From an optimization exercise on the open Yosys and OpenROAD flow, aimed at small area, a short achievable clock period and few clock cycles; shortcuts taken in it are not production practice. The RTL was checked by simulation tests, not by an equivalence proof against the original design. Power and IR drop assume default switching activity.

## run A
Design ufs_core, start of the top module:
module ufs_core (
    input  wire        clk,
    input  wire        rst,
    input  wire        rx_valid,
    input  wire [7:0]  rx_data,
    output wire        rx_ready,
    output reg         tx_valid,
    output wire [7:0]  tx_data,
    input  wire        tx_ready,
    output reg         mem_clr,
    output reg         buf_we,
    output wire [13:0] buf_addr,
    output wire [7:0]  buf_wdata,
    output reg         name_we,
    output wire [5:0]  name_addr,
    output wire [7:0]  name_wdata,
    output reg         st_valid,
    input  wire        st_ready,
    output wire [5:0]  st_name_len,
    output wire [13:0] st_length
);
export LEC_CHECK = 0
export CAP_MARGIN = 20
export CORE_MARGIN = 2
export CORE_UTILIZATION = 65
export CTS_CLUSTER_DIAMETER = 100
export CTS_CLUSTER_SIZE = 28
export SLEW_MARGIN = 20
create_clock -name core_clock -period 8.0 [get_ports {clk}]
standard.sh (not shown) runs the stock make flow with config.mk's settings and CLKGATE_MAP_FILE= SYNTH_SCRIPT=/design/flow/synth_recipe.tcl, a recipe that flattens the netlist after the stock synthesis.
==> flow/flow/run.sh <==
#!/bin/bash
# Standard ORFS layout, with the port buffers made from plain buffers and
# repair_timing asked for more setup margin.
set -euo pipefail
export BUFFER_PORTS_ARGS="-buffer_cell sky130_fd_sc_hd__buf_2"
export SETUP_SLACK_MARGIN=5.3
bash standard.sh > standard.log 2>&1
Run A reached the end of the flow, and the finished layout is clean on the timing, design-rule and antenna checks.
Testbench counts of run A, summed over its fixed seeds: cycles 69,380.
The following lists how run B was set up differently from run A:
--- a/flow/design.v
+++ b/flow/design.v
@@ -52,14 +52,16 @@
     wire       ph_end = (ph == 6'd62);
     wire [5:0] ph_inc = ph_end ? 6'd0 : ph + 6'd1;
     reg        txd7;
     reg  [4:0] txd;
     assign tx_data = {txd7, 2'b00, txd};
     reg  [1:0] tx_n;             
     reg  [1:0] tx_c;             
+    reg        pv;
+    reg  [1:0] pc;
     wire [7:0] b    = d1;
     wire       hdr  = (b == 8'h81);
     wire       b0   = (b == 8'd0);
     wire       rem1 = (rem == 8'd1);
     wire       sc3  = (sc == 2'd3);
     wire p_seek  = v1 & s_seek;
     wire p_cmd   = v1 & s_cmd;
@@ -100,25 +102,20 @@
     wire take_data = fire & ns_ddata;
     wire [1:0] ncode   = {is_s & good, ~good};   
     wire       st_set  = dv & is_e & good;
     wire       st_nxt  = st_set | (st_valid & ~st_ready);
     wire       drn_set = dv & is_s & fok & good & active;
     wire       drn_nxt = drn_set | drn1 | (drn2 & ~ph_end);
     wire xfer     = tx_valid & tx_ready;
-    wire tx_last  = xfer & (tx_n == 2'd0);
-    wire tx_vnx   = dv | (tx_valid & ~tx_last);    
-    wire cs_after_take = (p_dlen & (b == 8'd1)) | (p_ddata & (rem == 8'd2)) |
-                         (s_ddata & ~v1 & rem1) |
-                         (p_tail & (sc == 2'd2)) | (s_tail & ~v1 & sc3) | ns_dlen;
-    wire may_cs        = fire ? cs_after_take : ns_cs;
+    wire cur_free = ~tx_valid | (xfer & (tx_n == 2'd0));
     wire enter_align = p_n & active & n_ok;
     wire in_align    = ns_name & active & ~nbig_nx;
     wire align_hit   = (ph_inc == ad[5:0]) | ((ad[5:0] == 6'd63) & (ph == 6'd61));
     wire align_ok    = enter_align ? (ph == 6'd61) : (fire | align_hit);
-    wire stall       = (may_cs & tx_vnx) | st_nxt | drn_nxt;
+    wire stall       = pv | st_nxt | drn_nxt;
     wire rdy_nxt     = ~stall & ~(ns_n & active & fire) &
                        (~(enter_align | in_align) | align_ok);
     always @(posedge clk) begin
         d1   <= drn2 ? r63 : rx_data;
         ring <= {ring[495:0], ins ? b : r63};
     end
     always @(posedge clk) begin
@@ -132,14 +129,15 @@
             dv      <= 1'b0;
             active  <= 1'b0;
             mem_clr <= 1'b0;
             buf_we  <= 1'b0;
             name_we <= 1'b0;
             st_valid <= 1'b0;
             tx_valid <= 1'b0;
+            pv      <= 1'b0;
             ph      <= 6'd0;
             drn1    <= 1'b0;
             drn2    <= 1'b0;
         end else begin
             rdy     <= rdy_nxt;
             v1      <= fire;
             ph      <= ph_inc;
@@ -158,15 +156,20 @@
                 end
             end
             if (st_set) st_valid <= 1'b1;
             else if (st_ready) st_valid <= 1'b0;
             if (drn_set) drn1 <= 1'b1;
             if (drn1 & ph_end) begin drn1 <= 1'b0; drn2 <= 1'b1; end
             if (drn2 & ph_end) drn2 <= 1'b0;
-            tx_valid <= tx_vnx;
+            if (cur_free) begin
+                tx_valid <= pv | dv;
+                pv <= pv & dv;
+            end else if (dv) begin
+                pv <= 1'b1;
+            end
         end
     end
     wire [7:0] ad_base = (p_n | p_dlen) ? 8'hff : ad[7:0];
     always @(posedge clk) begin
         if (v1) begin
             if (s_seek) csum <= 8'h81;
             else        csum <= csum + b;
@@ -214,14 +217,15 @@
         else                       ad[7:0] <= ad_base;
         if (p_tail & (sc == 2'd2)) ad[13:8] <= b[5:0];
         if (p_dsl)                 ad[13:8] <= b[5:0] - 6'd1;
         if (drn2)                  ad[5:0]  <= ph;
         if (xfer & (tx_n != 2'd0)) begin
             tx_n <= tx_n - 2'd1;
             {txd7, txd} <= (tx_n == 2'd2) ? {1'b1, 5'h13 + {3'd0, tx_c}} : {1'b0, 5'h14 + {3'd0, tx_c}};
-        end else if (dv) begin
+        end else if (cur_free & (pv | dv)) begin
             tx_n <= 2'd2;
             {txd7, txd} <= 6'h21;
-            tx_c <= ncode;
-        end
+            tx_c <= pv ? pc : ncode;
+        end
+        if (dv & ~(cur_free & ~pv)) pc <= ncode;
     end
 endmodule
| switching power summed over all nets | run B vs run A | about 3.4% higher |
Between run A and run B, the flow reports total non-filler cell area in the finished layout increasing slightly.
When run B is measured against run A, its width of the die turns out 0.34% higher.
Compared with run A, run B shows non-clock buffer count that has gone up by a few percent.
Area growth from synthesis to layout ends up lower on run A.
Wire length after detailed routing: run B vs run A up about 4.6%
Hold slack: run B vs run A, no meaningful difference
Looking only at multi-input combinational cell count, and setting everything else aside, the lower value of run B and run A goes to run A.
Testbench counts of run B, summed over its fixed seeds: cycles 69,361.

[static timing again, ports no longer ideal]
How much do the figures lean on ideal ports? The routed layouts below were timed once more, with nothing changed but the port constraints. Step 1 assumes that a clkbuf_16 drives the clock port and a buf_2 every other input. Step 2, shift: input delay + t, output delay - t, t = (earliest + latest rising clock arrival at the registers) / 2. This alone moves slack from input paths to output paths. Three values: no drivers, after step 1, after step 2; two values: the first two.
run	t (ns)	setup WS [ns]	worst slew at a driven data input, ns	pins driven straight from the clock port
run A	0.595	5.226 / 5.180 / 5.171	0.05	1
run B	0.605	5.238 / 5.192 / 5.108	0.05	1
After both steps every run listed still meets setup and hold. The setup slack of run B, which loses most, moves by -0.046 ns with the drivers and by -0.130 ns with both steps.
